What follows belongs to an exercise in optimizing a design on an open flow for small area; a production flow would make more cautious choices.
The RTL was checked by simulation tests, not by an equivalence proof against the original design.
Power and IR drop assume default switching activity.

==> run R: inputs <==
Design bitbang_core, start of the top module:
module bitbang_core (
    input  wire        clk,
    input  wire        rst,           
    input  wire [10:0] host_addr,     
    input  wire        host_we,
    input  wire [31:0] host_wdata,
    input  wire        host_re,
    output reg  [31:0] host_rdata,    
    output wire        busy,
    output wire        ev_valid,
    output wire [1:0]  ev_kind,       
    output wire [2:0]  ev_role,
    output wire        ev_level,
    output wire [31:0] ev_dur,
    input  wire        ev_ack,
    input  wire        ev_fault,
    input  wire [7:0]  ev_info,
    input  wire        ev_rlevel
);
==> flow/config.mk <==
export PLATFORM = sky130hd
export DESIGN_NAME = bitbang_core
export DESIGN_NICKNAME = bitbang_core
export VERILOG_FILES = /design/flow/design.v
export SDC_FILE = /design/flow/constraint.sdc
export NUM_CORES = 8
export LEC_CHECK = 0
export CAP_MARGIN = 20
export CORE_MARGIN = 2
export CORE_UTILIZATION = 70
export PLACE_DENSITY = 0.8
export SLEW_MARGIN = 20
export SYNTH_HIERARCHICAL = 1
==> flow/constraint.sdc <==
create_clock -name core_clock -period 10.0 [get_ports {clk}]
set_input_delay 2.0000 -clock core_clock [delete_from_list [all_inputs] [get_ports {clk}]]
set_output_delay 2.0000 -clock core_clock [all_outputs]
set_load 0.01 [all_outputs]
standard.sh (not shown) runs the stock make flow with config.mk's settings and CLKGATE_MAP_FILE= SYNTH_SCRIPT=/design/flow/synth_recipe.tcl, a recipe that flattens the netlist after the stock synthesis.
==> flow/flow/run.sh <==
#!/bin/bash
# The standard layout (the standard.sh, unchanged synthesis), with two
# options passed to ORFS through its environment:
# - clock tree: clkbuf_16 sink clusters of at most 40 flip-flops within 60 um,
#   without the dummy loads CTS adds to balance the tree;
# - port buffers: sky130_fd_sc_hd__buf_1.
set -euo pipefail
export CTS_ARGS="-sink_clustering_enable -repair_clock_nets -sink_clustering_size 40 -sink_clustering_max_diameter 60 -buf_list sky130_fd_sc_hd__clkbuf_16 -dont_use_dummy_load"
export BUFFER_PORTS_ARGS="-buffer_cell sky130_fd_sc_hd__buf_1"
bash standard.sh > flow.log 2>&1
==> run E: changes against run R <==
--- a/flow/design.v
+++ b/flow/design.v
@@ -7,16 +7,23 @@
 endmodule
 module bb_nor2 (
     input  wire a,
     input  wire b,
     output wire y
 );
     assign y = ~(a | b);
 endmodule
+module bb_and2 (
+    input  wire a,
+    input  wire b,
+    output wire y
+);
+    assign y = a & b;
+endmodule
 module bb_aoi22 (
     input  wire [1:0] a,
     input  wire [1:0] s,
     output wire       y
 );
     assign y = ~((a[0] & s[0]) | (a[1] & s[1]));
 endmodule
 module bb_nand2 (
@@ -314,53 +321,75 @@
         endcase
         case (c_op)
             OP_SPI_INIT:  c_rate_bad = spi_bad;
             OP_I2C_INIT:  c_rate_bad = i2c_bad;
             OP_SER_INIT:  c_rate_bad = ser_bad;
             default:      c_rate_bad = xl_bad;
         endcase
     end
-    wire        host_bufrd = host_re & host_addr[10];
-    wire        port_seq   = st_busy & ~host_bufrd;
-    wire [7:0]  b_idx      = port_seq ? bidx : host_addr[9:2];
-    wire        b_we       = (hw & host_addr[10]) | (port_seq & mwr);
-    reg  [7:0]  b_rd;
-    wire [7:0]  b_wd       = rst ? 8'd0 : (~b_we ? b_rd : (st_busy ? sh : host_wdata[7:0]));
-    reg  [15:0] b_pa_n, b_pb_n;
+    wire [7:0]  b_idx      = st_busy ? bidx : host_addr[9:2];
+    wire        b_we       = (hw & host_addr[10]) | (st_busy & mwr);
+    reg  [7:0]  s_rd;
+    wire [7:0]  b_wd       = rst ? 8'd0 : (~b_we ? s_rd : (st_busy ? sh : host_wdata[7:0]));
+    reg  [15:0] b_pa, b_pb;
     always @(*) begin : pdec
         integer i;
         for (i = 0; i < 16; i = i + 1) begin
-            b_pa_n[i] = ~(rst | (b_idx[3:0] == i[3:0]));
-            b_pb_n[i] = ~(rst | (b_idx[7:4] == i[3:0]));
+            b_pa[i] = rst | (b_idx[3:0] == i[3:0]);
+            b_pb[i] = rst | (b_idx[7:4] == i[3:0]);
         end
     end
     wire [255:0] b_sel;
+    reg  [15:0] h_pa_n, h_pb_n;
+    always @(*) begin : hdec
+        integer i;
+        for (i = 0; i < 16; i = i + 1) begin
+            h_pa_n[i] = (host_addr[5:2] != i[3:0]);
+            h_pb_n[i] = (host_addr[9:6] != i[3:0]);
+        end
+    end
+    wire [255:0] h_sel;
+    reg  [7:0]   b_rd;
     wire [2047:0] b_flat;
     genvar gi, gb;
     generate
         for (gi = 0; gi < 256; gi = gi + 1) begin : g_buf
             reg [7:0] m;
             always @(posedge clk)
                 if (b_sel[gi])
                     m <= b_wd;
             assign b_flat[gi*8 +: 8] = m;
         end
         for (gi = 0; gi < 256; gi = gi + 1) begin : g_dec
-            bb_nor2 u_d (.a(b_pa_n[gi % 16]), .b(b_pb_n[gi / 16]), .y(b_sel[gi]));
+            bb_and2 u_d (.a(b_pa[gi % 16]), .b(b_pb[gi / 16]), .y(b_sel[gi]));
         end
         for (gb = 0; gb < 8; gb = gb + 1) begin : g_rd
             wire [85:0] y;
             for (gi = 0; gi < 85; gi = gi + 1) begin : g_t
                 bb_aoi222 u_t (
                     .a({b_flat[(3*gi+2)*8+gb], b_flat[(3*gi+1)*8+gb], b_flat[(3*gi)*8+gb]}),
                     .s(b_sel[3*gi+2:3*gi]),
                     .y(y[gi]));
             end
             assign y[85] = ~(b_flat[255*8+gb] & b_sel[255]);
+            always @(*) s_rd[gb] = ~&y;
+        end
+        for (gi = 0; gi < 256; gi = gi + 1) begin : g_hdec
+            bb_nor2 u_d (.a(h_pa_n[gi % 16]), .b(h_pb_n[gi / 16]), .y(h_sel[gi]));
+        end
+        for (gb = 0; gb < 8; gb = gb + 1) begin : g_hrd
+            wire [85:0] y;
+            for (gi = 0; gi < 85; gi = gi + 1) begin : g_t
+                bb_aoi222 u_t (
+                    .a({b_flat[(3*gi+2)*8+gb], b_flat[(3*gi+1)*8+gb], b_flat[(3*gi)*8+gb]}),
+                    .s(h_sel[3*gi+2:3*gi]),
+                    .y(y[gi]));
+            end
+            assign y[85] = ~(b_flat[255*8+gb] & h_sel[255]);
             always @(*) b_rd[gb] = ~&y;
         end
     endgenerate
     wire        rd_reg = aligned & ~rst & (host_addr[10:7] == 4'd0);
     wire        rs_st  = rd_reg & (host_addr[6:2] == 5'h01);
     wire        rs_pe  = rd_reg & (host_addr[6:2] == 5'h02);
     wire        rs_po  = rd_reg & (host_addr[6:2] == 5'h03);
     wire        rs_xr  = rd_reg & (host_addr[6:2] == 5'h04);
@@ -659,33 +688,29 @@
                                 if (c_lena == 8'd0) finish(E_OK);
                                 else st_busy <= 1'b1;
                             end
                             default: st_busy <= 1'b1;    
                         endcase
                     end
                 end
             end else if (mwr) begin
-                if (port_seq) begin
-                    mwr  <= 1'b0;
-                    bidx <= bidx + 8'd1;
-                    if (f_spi) begin
-                        cnta <= cnta - 8'd1;
-                        if (cnta == 8'd1) finish(E_OK);
-                        else mrd <= 1'b1;
-                    end else begin
-                        cntb <= cntb - 8'd1;
-                        if (cntb == 8'd1) ph <= PH_STOP;
-                    end
+                mwr  <= 1'b0;
+                bidx <= bidx + 8'd1;
+                if (f_spi) begin
+                    cnta <= cnta - 8'd1;
+                    if (cnta == 8'd1) finish(E_OK);
+                    else mrd <= 1'b1;
+                end else begin
+                    cntb <= cntb - 8'd1;
+                    if (cntb == 8'd1) ph <= PH_STOP;
                 end
             end else if (mrd) begin
-                if (port_seq) begin
-                    mrd <= 1'b0;
-                    sh  <= b_rd;
-                end
+                mrd <= 1'b0;
+                sh  <= s_rd;
             end else if (f_init) begin
                 if (dvp) begin
                     dph <= ~dph;
                     dbl <= dv_blo;
                     if (dph) begin
                         bidx <= bidx + 8'd1;
                         rem  <= dv_fits ? dv_diff : dv_sh;
                         {cnta, cntb, sh, addr7[6:1]} <= {q[28:0], dv_fits};
==> flow/flow/run.sh (replaced) <==
#!/bin/bash
# The standard layout (the standard.sh, unchanged synthesis), with two
# options passed to ORFS through its environment:
# - clock tree: clkbuf_16 sink clusters of at most 28 flip-flops within 95 um,
#   without the dummy loads CTS adds to balance the tree;
# - port buffers: sky130_fd_sc_hd__buf_1.
set -euo pipefail
export CTS_ARGS="-sink_clustering_enable -repair_clock_nets -sink_clustering_size 28 -sink_clustering_max_diameter 95 -buf_list sky130_fd_sc_hd__clkbuf_16 -dont_use_dummy_load"
export BUFFER_PORTS_ARGS="-buffer_cell sky130_fd_sc_hd__buf_1"
bash standard.sh > flow.log 2>&1
- CORE_UTILIZATION: 70 -> 60
- PLACE_DENSITY: 0.8 -> 0.7
==> notes <==
Sequential share of layout area: run R is higher than run E (5.5 points).
Between run E and run R, the lower cell count is in run R (gap about 22%, measured against run R).
Against run E, the total power of run R is lower by 0.84%.
Run E went through all stages and came out clean. Run R passed the timing, design-rule and antenna checks.
Flip-flop and latch count is the same in run E and run R.
Of run E and run R, run R has the higher clock-buffer cell count (gap 33).
==> figures <==
item                                                               run E       run R
Status                                  no timing/DRC/antenna violations  no timing/DRC/antenna violations
Peak VDD IR                                                   0.000174 V  0.000219 V
Vert. Die Dim                                                     422 µm      372 µm
Fraction of met1 tracks used by global routing                     0.550       0.514
DP Area                                                       109000 µm²   99800 µm²
Post-route standard cell area excluding fillers               112000 µm²  104000 µm²
Global-route wire length before repair                         515000 µm   367000 µm
Simple-gate share of the synthesized area                         0.0910      0.0638
Startpoint of the lowest-slack hold path                   ser_rxdata[6]     st_done
Multi-input gate count                                              4043        2776
Relative contribution of the clock network to total power          0.257       0.287

==> inputs of build 73 <==
bitbang_core with an RTL version that a note above also has.
==> flow/config.mk <==
export PLATFORM = sky130hd
export DESIGN_NAME = bitbang_core
export DESIGN_NICKNAME = bitbang_core
export VERILOG_FILES = /design/flow/design.v
export SDC_FILE = /design/flow/constraint.sdc
export NUM_CORES = 8
export LEC_CHECK = 0
export CAP_MARGIN = 20
export CORE_MARGIN = 2
export CORE_UTILIZATION = 57
export PLACE_DENSITY = 0.72
export SLEW_MARGIN = 20
export SYNTH_HIERARCHICAL = 1
==> flow/constraint.sdc <==
create_clock -name core_clock -period 10.0 [get_ports {clk}]
set_input_delay 2.0000 -clock core_clock [delete_from_list [all_inputs] [get_ports {clk}]]
set_output_delay 2.0000 -clock core_clock [all_outputs]
set_load 0.01 [all_outputs]
==> flow/flow/run.sh <==
#!/bin/bash
# The standard layout (the standard.sh, unchanged synthesis), with two
# options passed to ORFS through its environment:
# - clock tree: clkbuf_16 sink clusters of at most 26 flip-flops within 90 um,
#   without the dummy loads CTS adds to balance the tree;
# - port buffers: sky130_fd_sc_hd__buf_1.
set -euo pipefail
export CTS_ARGS="-sink_clustering_enable -repair_clock_nets -sink_clustering_size 26 -sink_clustering_max_diameter 90 -buf_list sky130_fd_sc_hd__clkbuf_16 -dont_use_dummy_load"
export BUFFER_PORTS_ARGS="-buffer_cell sky130_fd_sc_hd__buf_1"
bash standard.sh > flow.log 2>&1
==> inputs of build 91, as changes to build 73 <==
--- a/flow/design.v
+++ b/flow/design.v
@@ -1,22 +1,15 @@
 module bb_aoi222 (
     input  wire [2:0] a,
     input  wire [2:0] s,
     output wire       y
 );
     assign y = ~((a[0] & s[0]) | (a[1] & s[1]) | (a[2] & s[2]));
 endmodule
-module bb_nor2 (
-    input  wire a,
-    input  wire b,
-    output wire y
-);
-    assign y = ~(a | b);
-endmodule
 module bb_and2 (
     input  wire a,
     input  wire b,
     output wire y
 );
     assign y = a & b;
 endmodule
 module bb_aoi22 (
@@ -321,39 +314,31 @@
         endcase
         case (c_op)
             OP_SPI_INIT:  c_rate_bad = spi_bad;
             OP_I2C_INIT:  c_rate_bad = i2c_bad;
             OP_SER_INIT:  c_rate_bad = ser_bad;
             default:      c_rate_bad = xl_bad;
         endcase
     end
-    wire [7:0]  b_idx      = st_busy ? bidx : host_addr[9:2];
-    wire        b_we       = (hw & host_addr[10]) | (st_busy & mwr);
-    reg  [7:0]  s_rd;
-    wire [7:0]  b_wd       = rst ? 8'd0 : (~b_we ? s_rd : (st_busy ? sh : host_wdata[7:0]));
+    wire        host_bufrd = host_re & host_addr[10];
+    wire        port_seq   = st_busy & ~host_bufrd;
+    wire [7:0]  b_idx      = port_seq ? bidx : host_addr[9:2];
+    wire        b_we       = (hw & host_addr[10]) | (port_seq & mwr);
+    reg  [7:0]  b_rd;
+    wire [7:0]  b_wd       = rst ? 8'd0 : (~b_we ? b_rd : (st_busy ? sh : host_wdata[7:0]));
     reg  [15:0] b_pa, b_pb;
     always @(*) begin : pdec
         integer i;
         for (i = 0; i < 16; i = i + 1) begin
             b_pa[i] = rst | (b_idx[3:0] == i[3:0]);
             b_pb[i] = rst | (b_idx[7:4] == i[3:0]);
         end
     end
     wire [255:0] b_sel;
-    reg  [15:0] h_pa_n, h_pb_n;
-    always @(*) begin : hdec
-        integer i;
-        for (i = 0; i < 16; i = i + 1) begin
-            h_pa_n[i] = (host_addr[5:2] != i[3:0]);
-            h_pb_n[i] = (host_addr[9:6] != i[3:0]);
-        end
-    end
-    wire [255:0] h_sel;
-    reg  [7:0]   b_rd;
     wire [2047:0] b_flat;
     genvar gi, gb;
     generate
         for (gi = 0; gi < 256; gi = gi + 1) begin : g_buf
             reg [7:0] m;
             always @(posedge clk)
                 if (b_sel[gi])
                     m <= b_wd;
@@ -366,30 +351,16 @@
             wire [85:0] y;
             for (gi = 0; gi < 85; gi = gi + 1) begin : g_t
                 bb_aoi222 u_t (
                     .a({b_flat[(3*gi+2)*8+gb], b_flat[(3*gi+1)*8+gb], b_flat[(3*gi)*8+gb]}),
                     .s(b_sel[3*gi+2:3*gi]),
                     .y(y[gi]));
             end
             assign y[85] = ~(b_flat[255*8+gb] & b_sel[255]);
-            always @(*) s_rd[gb] = ~&y;
-        end
-        for (gi = 0; gi < 256; gi = gi + 1) begin : g_hdec
-            bb_nor2 u_d (.a(h_pa_n[gi % 16]), .b(h_pb_n[gi / 16]), .y(h_sel[gi]));
-        end
-        for (gb = 0; gb < 8; gb = gb + 1) begin : g_hrd
-            wire [85:0] y;
-            for (gi = 0; gi < 85; gi = gi + 1) begin : g_t
-                bb_aoi222 u_t (
-                    .a({b_flat[(3*gi+2)*8+gb], b_flat[(3*gi+1)*8+gb], b_flat[(3*gi)*8+gb]}),
-                    .s(h_sel[3*gi+2:3*gi]),
-                    .y(y[gi]));
-            end
-            assign y[85] = ~(b_flat[255*8+gb] & h_sel[255]);
             always @(*) b_rd[gb] = ~&y;
         end
     endgenerate
     wire        rd_reg = aligned & ~rst & (host_addr[10:7] == 4'd0);
     wire        rs_st  = rd_reg & (host_addr[6:2] == 5'h01);
     wire        rs_pe  = rd_reg & (host_addr[6:2] == 5'h02);
     wire        rs_po  = rd_reg & (host_addr[6:2] == 5'h03);
     wire        rs_xr  = rd_reg & (host_addr[6:2] == 5'h04);
@@ -688,29 +659,33 @@
                                 if (c_lena == 8'd0) finish(E_OK);
                                 else st_busy <= 1'b1;
                             end
                             default: st_busy <= 1'b1;    
                         endcase
                     end
                 end
             end else if (mwr) begin
-                mwr  <= 1'b0;
-                bidx <= bidx + 8'd1;
-                if (f_spi) begin
-                    cnta <= cnta - 8'd1;
-                    if (cnta == 8'd1) finish(E_OK);
-                    else mrd <= 1'b1;
-                end else begin
-                    cntb <= cntb - 8'd1;
-                    if (cntb == 8'd1) ph <= PH_STOP;
+                if (port_seq) begin
+                    mwr  <= 1'b0;
+                    bidx <= bidx + 8'd1;
+                    if (f_spi) begin
+                        cnta <= cnta - 8'd1;
+                        if (cnta == 8'd1) finish(E_OK);
+                        else mrd <= 1'b1;
+                    end else begin
+                        cntb <= cntb - 8'd1;
+                        if (cntb == 8'd1) ph <= PH_STOP;
+                    end
                 end
             end else if (mrd) begin
-                mrd <= 1'b0;
-                sh  <= s_rd;
+                if (port_seq) begin
+                    mrd <= 1'b0;
+                    sh  <= b_rd;
+                end
             end else if (f_init) begin
                 if (dvp) begin
                     dph <= ~dph;
                     dbl <= dv_blo;
                     if (dph) begin
                         bidx <= bidx + 8'd1;
                         rem  <= dv_fits ? dv_diff : dv_sh;
                         {cnta, cntb, sh, addr7[6:1]} <= {q[28:0], dv_fits};
==> flow/flow/run.sh (replaced) <==
#!/bin/bash
# The standard layout (the standard.sh, unchanged synthesis), with two
# options passed to ORFS through its environment:
# - clock tree: clkbuf_16 sink clusters of at most 25 flip-flops within 80 um,
#   without the dummy loads CTS adds to balance the tree;
# - port buffers: sky130_fd_sc_hd__buf_1.
set -euo pipefail
export CTS_ARGS="-sink_clustering_enable -repair_clock_nets -sink_clustering_size 25 -sink_clustering_max_diameter 80 -buf_list sky130_fd_sc_hd__clkbuf_16 -dont_use_dummy_load"
export BUFFER_PORTS_ARGS="-buffer_cell sky130_fd_sc_hd__buf_1"
bash standard.sh > flow.log 2>&1
- CORE_UTILIZATION: 57 -> 70
- PLACE_DENSITY: 0.72 -> 0.8
==> run notes <==
metric                                                                          build 73              build 91
Sw Share                                                                           24.5%                 22.2%
Stages on worst setup path                                                            23                    25
Critical register-to-register path endpoint                        rem[12]$_SDFFCE_PN0P_  rem[9]$_SDFFCE_PN0P_
Fraction of area in multi-input gates                                              27.5%                 21.2%
Post-route worst setup slack                                                     1.25 ns              0.900 ns
Peak supply drop                                                                  176 µV                219 µV
Power Dens Cells                                                              170 mW/mm²            179 mW/mm²
Fraction of final layout cells with drive strength greater than 1                  5.24%                 5.31%
P_comb                                                                           1.61 mW               1.29 mW
RePlAce Congestion                                                                  1.01                  1.01
Library cells used by synthesis                                                       91                    93
Length in cells of the worst reg-to-reg path                                          23                    25
Final core occ                                                                     61.4%                 75.1%
Antenna violations before repair                                                      40                    29
Max Freq                                                                       0.114 GHz             0.110 GHz
Tapcell count                                                                      2,464                 1,781
Multi-In Gates                                                                     4,043                 2,816
Status                                                                    finished clean        finished clean
Min Clock Period, post-route                                                     8.75 ns               9.10 ns
DPL Wire Length                                                                   244 mm                153 mm

-- port drivers added, routing unchanged --
No port has a modelled driver above. Below, the same layouts with a new extraction and two added sets of constraints. Step 1 sets driving cells, clkbuf_16 on the clock port and buf_2 on the other inputs (assumed; they add their load-dependent delay and slew). Step 2, shift: input delay + t, output delay - t, t = (earliest + latest rising clock arrival at the registers) / 2. This alone moves slack from input paths to output paths. a / b / c = ideal ports / drivers / drivers and shift; a / b = the first two.
run	shift t [ns]	setup slack, ns	clock arrival spread, ns
run R	0.873	0.738 / 0.738 / 0.738	0.085 / 0.085
run E	0.862	1.166 / 1.166 / 1.153	0.102 / 0.102
build 73	0.875	1.255 / 1.255 / 1.255	0.105 / 0.105
build 91	0.836	0.900 / 0.900 / 0.900	0.095 / 0.096
After both steps setup and hold are still met in every run listed. For run E, which loses most, drivers alone change the setup slack by 0.000 ns; drivers and shift together by -0.013 ns.
